Context: an optimization exercise on an open-source flow, tuned for small area, a short achievable clock period and few clock cycles per item. The choices shown serve that exercise and are no tape-out recipe.
Only the layout flow was run in this run; the RTL was not checked for function there.
No activity file was given, so power comes from the tool's default toggle rates.

File: flow/run.sh
#!/bin/bash
# synth_recipe.tcl (not shown) runs the flow's synth.tcl, then flattens the netlist and writes it again
# the make line also repeats each setting of config.mk as NAME=value (left out here)
make -C /OpenROAD-flow-scripts/flow DESIGN_CONFIG=/design/flow/config.mk WORK_HOME=/design/flow/orfs CLKGATE_MAP_FILE= SYNTH_SCRIPT=/design/flow/synth_recipe.tcl finish
File: flow/config.mk
export PLATFORM = sky130hd
export DESIGN_NAME = gpcf
export DESIGN_NICKNAME = gpcf
export VERILOG_FILES = /design/flow/design.v
export SDC_FILE = /design/flow/constraint.sdc
export NUM_CORES = 4
export LEC_CHECK = 0
export CAP_MARGIN = 20
export CORE_MARGIN = 2
export CORE_UTILIZATION = 40
export SLEW_MARGIN = 20
File: flow/constraint.sdc
create_clock -name core_clock -period 17.0 [get_ports {clk}]
set_input_delay 3.4000 -clock core_clock [delete_from_list [all_inputs] [get_ports {clk}]]
set_output_delay 3.4000 -clock core_clock [all_outputs]
set_load 0.01 [all_outputs]
File: flow/design.v
module gpcf_encode (
    input  wire [2:0]  kind,
    input  wire [31:0] value,
    input  wire        seq,
    input  wire        ack,
    output wire [7:0]  b0,
    output wire [7:0]  b1,
    output wire [7:0]  b2,
    output wire [7:0]  b3
);
    wire [9:0] v = value[9:0];
    wire [7:0] sum = b0 + b2 + b3;
    assign b0 = {6'b0, ack, seq};
    assign b2 = {1'b1, kind, 1'b0, v[9:7]};
    assign b3 = {1'b1, v[6:0]};
    assign b1 = sum | 8'h80;
endmodule
module gpcf_decode (
    input  wire [7:0] b0,
    input  wire [7:0] b1,
    input  wire [7:0] b2,
    input  wire [7:0] b3,
    input  wire       reject_b2_bit3,
    output reg  [1:0] status,
    output wire [2:0] kind,
    output wire [9:0] value,
    output wire       seq,
    output wire       ack
);
    wire [7:0] sum = b0 + b2 + b3;
    wire [7:0] chk = sum | 8'h80;
    assign kind  = b2[6:4];
    assign value = {b2[2:0], b3[6:0]};
    assign seq   = b0[0];
    assign ack   = b0[1];
    always @(*) begin
        if (b0 > 8'h03 || !b1[7] || !b2[7] || !b3[7])
            status = 2'd1;
        else if (reject_b2_bit3 && b2[3])
            status = 2'd2;
        else if (b1 != chk)
            status = 2'd3;
        else
            status = 2'd0;
    end
endmodule
module gpcf_move_pack (
    input  wire [4:0]       size,
    input  wire             white_sets,
    input  wire             colour,       
    input  wire signed [7:0] x,
    input  wire signed [7:0] y,
    output reg  [1:0]       status,
    output reg  [9:0]       value
);
    wire        cbit     = (colour == white_sets);
    wire        size_ok  = (size >= 5'd1) && (size <= 5'd22);
    wire        is_pass  = (x == -8'sd1) && (y == -8'sd1);
    wire        x_ok     = !x[7] && (x[6:0] < {2'b0, size});
    wire        y_ok     = !y[7] && (y[6:0] < {2'b0, size});
    wire [9:0]  pos      = 10'd1 + x[4:0] + y[4:0] * size;
    always @(*) begin
        if (!size_ok) begin
            status = 2'd1;
            value  = 10'd0;
        end else if (is_pass) begin
            status = 2'd0;
            value  = {cbit, 9'd0};
        end else if (!x_ok || !y_ok) begin
            status = 2'd2;
            value  = 10'd0;
        end else begin
            status = 2'd0;
            value  = {cbit, pos[8:0]};
        end
    end
endmodule
module gpcf_move_unpack (
    input  wire [4:0]        size,
    input  wire              white_sets,
    input  wire [9:0]        value,
    output reg  [1:0]        status,
    output wire              colour,      
    output reg  signed [7:0] x,
    output reg  signed [7:0] y
);
    wire       size_ok = (size >= 5'd1) && (size <= 5'd22);
    wire [8:0] p       = value[8:0];
    wire [9:0] area    = size * size;
    wire [8:0] pm1     = p - 9'd1;
    wire [8:0] col     = pm1 % size;
    wire [8:0] row     = pm1 / size;
    assign colour = value[9] ~^ white_sets;
    always @(*) begin
        x = -8'sd1;
        y = -8'sd1;
        if (!size_ok) begin
            status = 2'd1;
        end else if (p == 9'd0) begin
            status = 2'd0;
        end else if ({1'b0, p} > area) begin
            status = 2'd2;
        end else begin
            status = 2'd0;
            x = {3'b0, col[4:0]};
            y = {3'b0, row[4:0]};
        end
    end
endmodule
module gpcf (
    input  wire        clk,
    input  wire        rst,
    input  wire [4:0]  cfg_size,
    input  wire        cfg_white_sets,
    input  wire        cfg_reject_b2_bit3,
    input  wire        in_valid,
    output wire        in_ready,
    input  wire [2:0]  in_op,
    input  wire [31:0] in_data,
    input  wire [2:0]  in_kind,
    input  wire        in_seq,
    input  wire        in_ack,
    input  wire        in_colour,
    input  wire [7:0]  in_x,
    input  wire [7:0]  in_y,
    output reg         o_valid,
    output reg  [3:0]  o_ev,
    output reg  [1:0]  o_abort,
    output reg  [1:0]  o_status,
    output reg  [7:0]  o_byte,
    output reg  [31:0] o_frame,
    output reg  [2:0]  o_kind,
    output reg  [9:0]  o_value,
    output reg         o_seq,
    output reg         o_ack,
    output reg         o_colour,
    output reg  [7:0]  o_x,
    output reg  [7:0]  o_y
);
    localparam OP_RX_BYTE   = 3'd0;
    localparam OP_RX_END    = 3'd1;
    localparam OP_KILL      = 3'd2;
    localparam OP_TX_PACKET = 3'd3;
    localparam OP_TX_TALK   = 3'd4;
    localparam OP_PACK      = 3'd5;
    localparam OP_UNPACK    = 3'd6;
    localparam OP_DECODE    = 3'd7;
    localparam EV_NONE       = 4'd0;
    localparam EV_TALK       = 4'd1;
    localparam EV_PACKET     = 4'd2;
    localparam EV_FRAME_DROP = 4'd3;
    localparam EV_NOISE      = 4'd4;
    localparam EV_TERMINATED = 4'd5;
    localparam EV_REFUSED    = 4'd6;
    localparam EV_WIRE_PKT   = 4'd7;
    localparam EV_WIRE_TALK  = 4'd8;
    localparam EV_TX_BROKEN  = 4'd9;
    localparam EV_PACK       = 4'd10;
    localparam EV_UNPACK     = 4'd11;
    localparam EV_DECODE     = 4'd12;
    localparam TERM_NONE         = 2'd0;
    localparam TERM_DISCONNECTED = 2'd1;
    localparam TERM_INTERRUPTED  = 2'd2;
    reg [4:0] size_q;
    reg       white_sets_q;
    reg       reject_q;
    reg [1:0] rx_cnt;
    reg [7:0] rx_buf0;
    reg [7:0] rx_buf1;
    reg [7:0] rx_buf2;
    reg [1:0] term;
    assign in_ready = 1'b1;
    wire       take = in_valid && in_ready;
    wire [7:0] rxb  = in_data[7:0];
    wire [7:0] enc_b0, enc_b1, enc_b2, enc_b3;
    gpcf_encode u_enc (
        .kind(in_kind), .value(in_data), .seq(in_seq), .ack(in_ack),
        .b0(enc_b0), .b1(enc_b1), .b2(enc_b2), .b3(enc_b3)
    );
    wire [1:0] fr_status;
    wire [2:0] fr_kind;
    wire [9:0] fr_value;
    wire       fr_seq, fr_ack;
    gpcf_decode u_fr_dec (
        .b0(rx_buf0), .b1(rx_buf1), .b2(rx_buf2), .b3(rxb),
        .reject_b2_bit3(reject_q),
        .status(fr_status), .kind(fr_kind), .value(fr_value),
        .seq(fr_seq), .ack(fr_ack)
    );
    wire [1:0] dq_status;
    wire [2:0] dq_kind;
    wire [9:0] dq_value;
    wire       dq_seq, dq_ack;
    gpcf_decode u_dec (
        .b0(in_data[31:24]), .b1(in_data[23:16]), .b2(in_data[15:8]), .b3(in_data[7:0]),
        .reject_b2_bit3(reject_q),
        .status(dq_status), .kind(dq_kind), .value(dq_value),
        .seq(dq_seq), .ack(dq_ack)
    );
    wire [1:0] pk_status;
    wire [9:0] pk_value;
    gpcf_move_pack u_pack (
        .size(size_q), .white_sets(white_sets_q), .colour(in_colour),
        .x(in_x), .y(in_y), .status(pk_status), .value(pk_value)
    );
    wire [1:0] up_status;
    wire       up_colour;
    wire [7:0] up_x, up_y;
    gpcf_move_unpack u_unpack (
        .size(size_q), .white_sets(white_sets_q), .value(in_data[9:0]),
        .status(up_status), .colour(up_colour), .x(up_x), .y(up_y)
    );
    wire [7:0] talk_byte = (in_data[15:0] >= 16'h0004 && in_data[15:0] <= 16'h007E)
                           ? in_data[7:0] : 8'h3F;
    reg [1:0] rx_cnt_n;
    reg [7:0] rx_buf0_n, rx_buf1_n, rx_buf2_n;
    reg [1:0] term_n;
    reg [3:0]  ev_n;
    reg [1:0]  abort_n;
    reg [1:0]  status_n;
    reg [7:0]  byte_n;
    reg [31:0] frame_n;
    reg [2:0]  kind_n;
    reg [9:0]  value_n;
    reg        seq_n, ack_n, colour_n;
    reg [7:0]  x_n, y_n;
    always @(*) begin
        rx_cnt_n  = rx_cnt;
        rx_buf0_n = rx_buf0;
        rx_buf1_n = rx_buf1;
        rx_buf2_n = rx_buf2;
        term_n    = term;
        ev_n     = EV_NONE;
        abort_n  = 2'd0;
        status_n = 2'd0;
        byte_n   = 8'd0;
        frame_n  = 32'd0;
        kind_n   = 3'd0;
        value_n  = 10'd0;
        seq_n    = 1'b0;
        ack_n    = 1'b0;
        colour_n = 1'b0;
        x_n      = 8'd0;
        y_n      = 8'd0;
        case (in_op)
            OP_RX_BYTE: begin
                if (term != TERM_NONE) begin
                    ev_n = EV_REFUSED;
                end else if (rxb < 8'h04) begin
                    abort_n   = rx_cnt;
                    rx_buf0_n = rxb;
                    rx_cnt_n  = 2'd1;
                end else if (rxb < 8'h80) begin
                    ev_n   = EV_TALK;
                    byte_n = rxb;
                end else if (rx_cnt == 2'd0) begin
                    ev_n   = EV_NOISE;
                    byte_n = rxb;
                end else if (rx_cnt == 2'd1) begin
                    rx_buf1_n = rxb;
                    rx_cnt_n  = 2'd2;
                end else if (rx_cnt == 2'd2) begin
                    rx_buf2_n = rxb;
                    rx_cnt_n  = 2'd3;
                end else begin
                    rx_cnt_n = 2'd0;
                    if (fr_status == 2'd0) begin
                        ev_n    = EV_PACKET;
                        kind_n  = fr_kind;
                        value_n = fr_value;
                        seq_n   = fr_seq;
                        ack_n   = fr_ack;
                    end else begin
                        ev_n     = EV_FRAME_DROP;
                        status_n = fr_status;
                        frame_n  = {rx_buf0, rx_buf1, rx_buf2, rxb};
                    end
                end
            end
            OP_RX_END, OP_KILL: begin
                if (term == TERM_NONE) begin
                    abort_n  = rx_cnt;
                    rx_cnt_n = 2'd0;
                    term_n   = (in_op == OP_RX_END) ? TERM_DISCONNECTED : TERM_INTERRUPTED;
                    ev_n     = EV_TERMINATED;
                    status_n = term_n;
                end
            end
            OP_TX_PACKET: begin
                if (term != TERM_NONE) begin
                    ev_n = EV_TX_BROKEN;
                end else begin
                    ev_n    = EV_WIRE_PKT;
                    frame_n = {enc_b0, enc_b1, enc_b2, enc_b3};
                end
            end
            OP_TX_TALK: begin
                if (term != TERM_NONE) begin
                    ev_n = EV_TX_BROKEN;
                end else begin
                    ev_n   = EV_WIRE_TALK;
                    byte_n = talk_byte;
                end
            end
            OP_PACK: begin
                ev_n     = EV_PACK;
                status_n = pk_status;
                value_n  = pk_value;
            end
            OP_UNPACK: begin
                ev_n     = EV_UNPACK;
                status_n = up_status;
                colour_n = up_colour;
                x_n      = up_x;
                y_n      = up_y;
            end
            default: begin  
                ev_n     = EV_DECODE;
                status_n = dq_status;
                kind_n   = dq_kind;
                value_n  = dq_value;
                seq_n    = dq_seq;
                ack_n    = dq_ack;
            end
        endcase
    end
    always @(posedge clk) begin
        if (rst) begin
            size_q       <= cfg_size;
            white_sets_q <= cfg_white_sets;
            reject_q     <= cfg_reject_b2_bit3;
            rx_cnt       <= 2'd0;
            rx_buf0      <= 8'd0;
            rx_buf1      <= 8'd0;
            rx_buf2      <= 8'd0;
            term         <= TERM_NONE;
            o_valid      <= 1'b0;
        end else begin
            o_valid <= take;
            if (take) begin
                rx_cnt  <= rx_cnt_n;
                rx_buf0 <= rx_buf0_n;
                rx_buf1 <= rx_buf1_n;
                rx_buf2 <= rx_buf2_n;
                term    <= term_n;
            end
        end
    end
    always @(posedge clk) begin
        if (take) begin
            o_ev     <= ev_n;
            o_abort  <= abort_n;
            o_status <= status_n;
            o_byte   <= byte_n;
            o_frame  <= frame_n;
            o_kind   <= kind_n;
            o_value  <= value_n;
            o_seq    <= seq_n;
            o_ack    <= ack_n;
            o_colour <= colour_n;
            o_x      <= x_n;
            o_y      <= y_n;
        end
    end
endmodule
==> notes.md <==
status no timing/DRC/antenna violations; Max Used Layer met4; most frequent CP cell ha_1; initial core utilization 0.405; Mapped Area 9760 um^2; Mean Syn Cell Area 9.71 um^2; # fillers 2243; share of the yosys chip area belonging to registers 0.312; CTS tree done; FFs w/ async S/R, synth 0; CTS root buf clkbuf_16; Post-synth EDFFs 82; Final period util 0.961; placed inst area 12200 um^2; row cnt 57; CP Launch Type primary input; Core Util, Final 0.525; most common cell after layout, fill and taps aside clkdlybuf4s50_1; Main synth FF type edfxtp_1; synthesized net count 1217; antenna violations before repair 2; clock slew at reported path FFs 0.08 ns; Worst Path Class, Setup in2reg; CP top delay family compound AO/OA/AOI/OAI gates; post-synth top area cell edfxtp_1; Die Ht 160 um; drt total wl 28400 um; CP Max Fanout 5; Slowest cell on crit path or4b_2; total track usage 0.221; Hold Worst Slack 0.496 ns; drt wl/cell 18.3 um; Vias 8367; maxcap violations 0; max_slew headroom 0.375; top cells by area, synth edfxtp_1, ha_1, fa_1; cts bufs inserted 9; pins over their slew limit 0; drt pass-1 iters 5; Final Skew 0.0140 ns; # DRC 0; die span in x 160 um; IO Count 149; largest stage delay on the critical path 0.66 ns; worst path bufs/invs 8; first-pass GRT wire length 44600 um; grt ovf 0; via density per instance 5.39; Syn-to-layout area delta 29.7%; Core Footprint 24100 um^2; DR WL met3 1400 um; Critical Path End Type flip-flop; placed insts 1530; M1 WL 12800 um; Syn. warnings 4; Hold Fails Final Rpt 0; Worst EP arrival 16.43 ns; CTS Sinks 111; P per Cell Area 152 nW/um^2; Setup-failing EPs final 0; Die ar. 25700 um^2; # nets final 1434; maximum VDD drop 0.152 mV; most frequent cells in the layout clkdlybuf4s50_1, ha_1, buf_4, edfxtp_1, nor2_1; met2 routed WL 13500 um; Least-Margin Pin Slew 0.937 ns; Mapped Cells 1005; register bit total from synthesis 111; vias in the first global route 8268; CP Data Required Time 17.10 ns; Tmin final 16.33 ns; number of distinct library cells after synthesis 86; Power, Total 0.00192 W; worst skew pair latency 0.36 ns; DR iter-0 viols 514; Max Buffers Root-to-Sink 2; fraction of layout cells with a size suffix above 1 0.148; Non-Filler Instances 1553; Final GP Congestion 0.859; Routed Antenna Nets 0; share of the synthesized area in the top cell type 0.252; H-tree depth 3; largest net degree at the start of global routing 42; Fmax 61.2 MHz; Leakage 5.48 nW; post-route cell area 12700 um^2; I/O Buffers 147; min-delay worst type reg2reg; HPWL Detailed 21700 um
[synth_stat cells, drive strengths merged, types with 13 or more instances]
master	count
nand2	59
clkbuf	23
dfxtp	29
a21oi	53
mux2i	21
nand4	13
a21o	31
xnor2	47
nand2b	13
and2	31
ha	110
nor3	24
nand3	14
inv	72
or2	14
fa	35
xor2	21
o21ai	36
edfxtp	82
o21a	15
nor2b	19
nor2	76
a22o	27
or3	13
buf	14
[timing repair]
action | CTS | global route
hold buffers | 0 | 0
pin swaps | 0 | 15
resized for setup | 1 | 36
setup endpoints to repair | 1 | 6
buffers inserted | 0 | 5
[worst reg2reg max path: cells and delay by family, from the launching register on]
kind | cells | cell delay [ns]
fa+ha+maj | 9 | 2.50
buf+inv | 6 | 1.10
mux | 3 | 0.73
flops | 1 | 0.78
simple gates | 17 | 3.61
compound gates | 28 | 4.52
[metal layers]
| layer | up-vias | global-route usage |
|---|---|---|
| met5 | - | 0 |
| met4 | 0 | 0.0688 |
| met3 | 41 | 0.0281 |
| met2 | 250 | 0.379 |
| met1 | 3994 | 0.291 |
| li1 | 4082 | - |
[metrics by stage]
| stage | TNS [ns] | worst slack, ns |
|---|---|---|
| 2_1_floorplan | 0 | 0.0429 |
| 3_3_place_gp | 0 | 0.0510 |
| 3_5_place_dp | -1.65 | -0.326 |
| 4_1_cts | 0 | 0.0551 |
| 5_1_grt | -0.696 | -0.158 |
| 6_report | 0 | 0.671 |
[layout make-up]
cell class              count  area, um^2  share of cell area
repair buffers            243        2210               0.175
flip-flops and latches    111        3040               0.240
inverters                  73         278              0.0219
clock inverters             7        66.3             0.00524
well taps                 324         405              0.0320
diodes                      2        5.00            0.000395
multi-input cells         784        6430               0.508
clock buffers               9         225              0.0178
[path summary, 6_finish.rpt]
check,from,to,slack (ns),depth (start not counted)
max,in_data[0],o_x[0],0.67,69
min,rx_buf0[7],rx_buf0[7],0.50,1
max reg2reg,size_q[0],o_x[0],3.53,63
min reg2reg,rx_buf0[7],rx_buf0[7],0.50,1
[registers in the layout, summed over array words and instances (netlist names), 3 cells and up]
signal   flops
o_byte       8
o_ev         4
o_frame     32
o_kind       3
o_value     10
o_x          6
o_y          5
rx_buf0      8
rx_buf1      8
rx_buf2      8
size_q       5
[cell families after synthesis]
group | synth area share
and+or+nand+nor | 0.163
AOI/OAI and AO/OA | 0.177
adders and majority gates | 0.214
DFF | 0.312
buffers and inverters | 0.0474
xor gates and xnor gates | 0.0610
muxes | 0.0254
other | 0.000384
[power breakdown]
part	internal (W)	switching (W)
Clock	0.000103	0.000111
Sequential	0.000307	0.00000896
Combinational	0.000696	0.000697
Total	0.00111	0.000818

[static timing again, ports no longer ideal]
In the flow no input, the clock included, has a driving cell. The finished layout below was timed again as built, in two steps.
Step 1 assumes that a clkbuf_16 drives the clock port and a buf_2 every other input.
Step 2 times the ports against the registers' clock, not the clock port: input delays grow and output delays shrink by t, the midpoint of the rising clock arrivals with the driver on.
a / b / c = ideal ports / drivers / drivers and shift; a / b = the first two.
shift t [ns]: 0.399
setup WS [ns]: 0.671 / 0.692 / 0.293
worst setup path after step 2: input to register
worst register clock-pin slew, ns: 0.09 / 0.09
After both steps this run still meets setup and hold. The setup slack of this run moves by +0.021 ns with the drivers and by -0.378 ns with both steps.
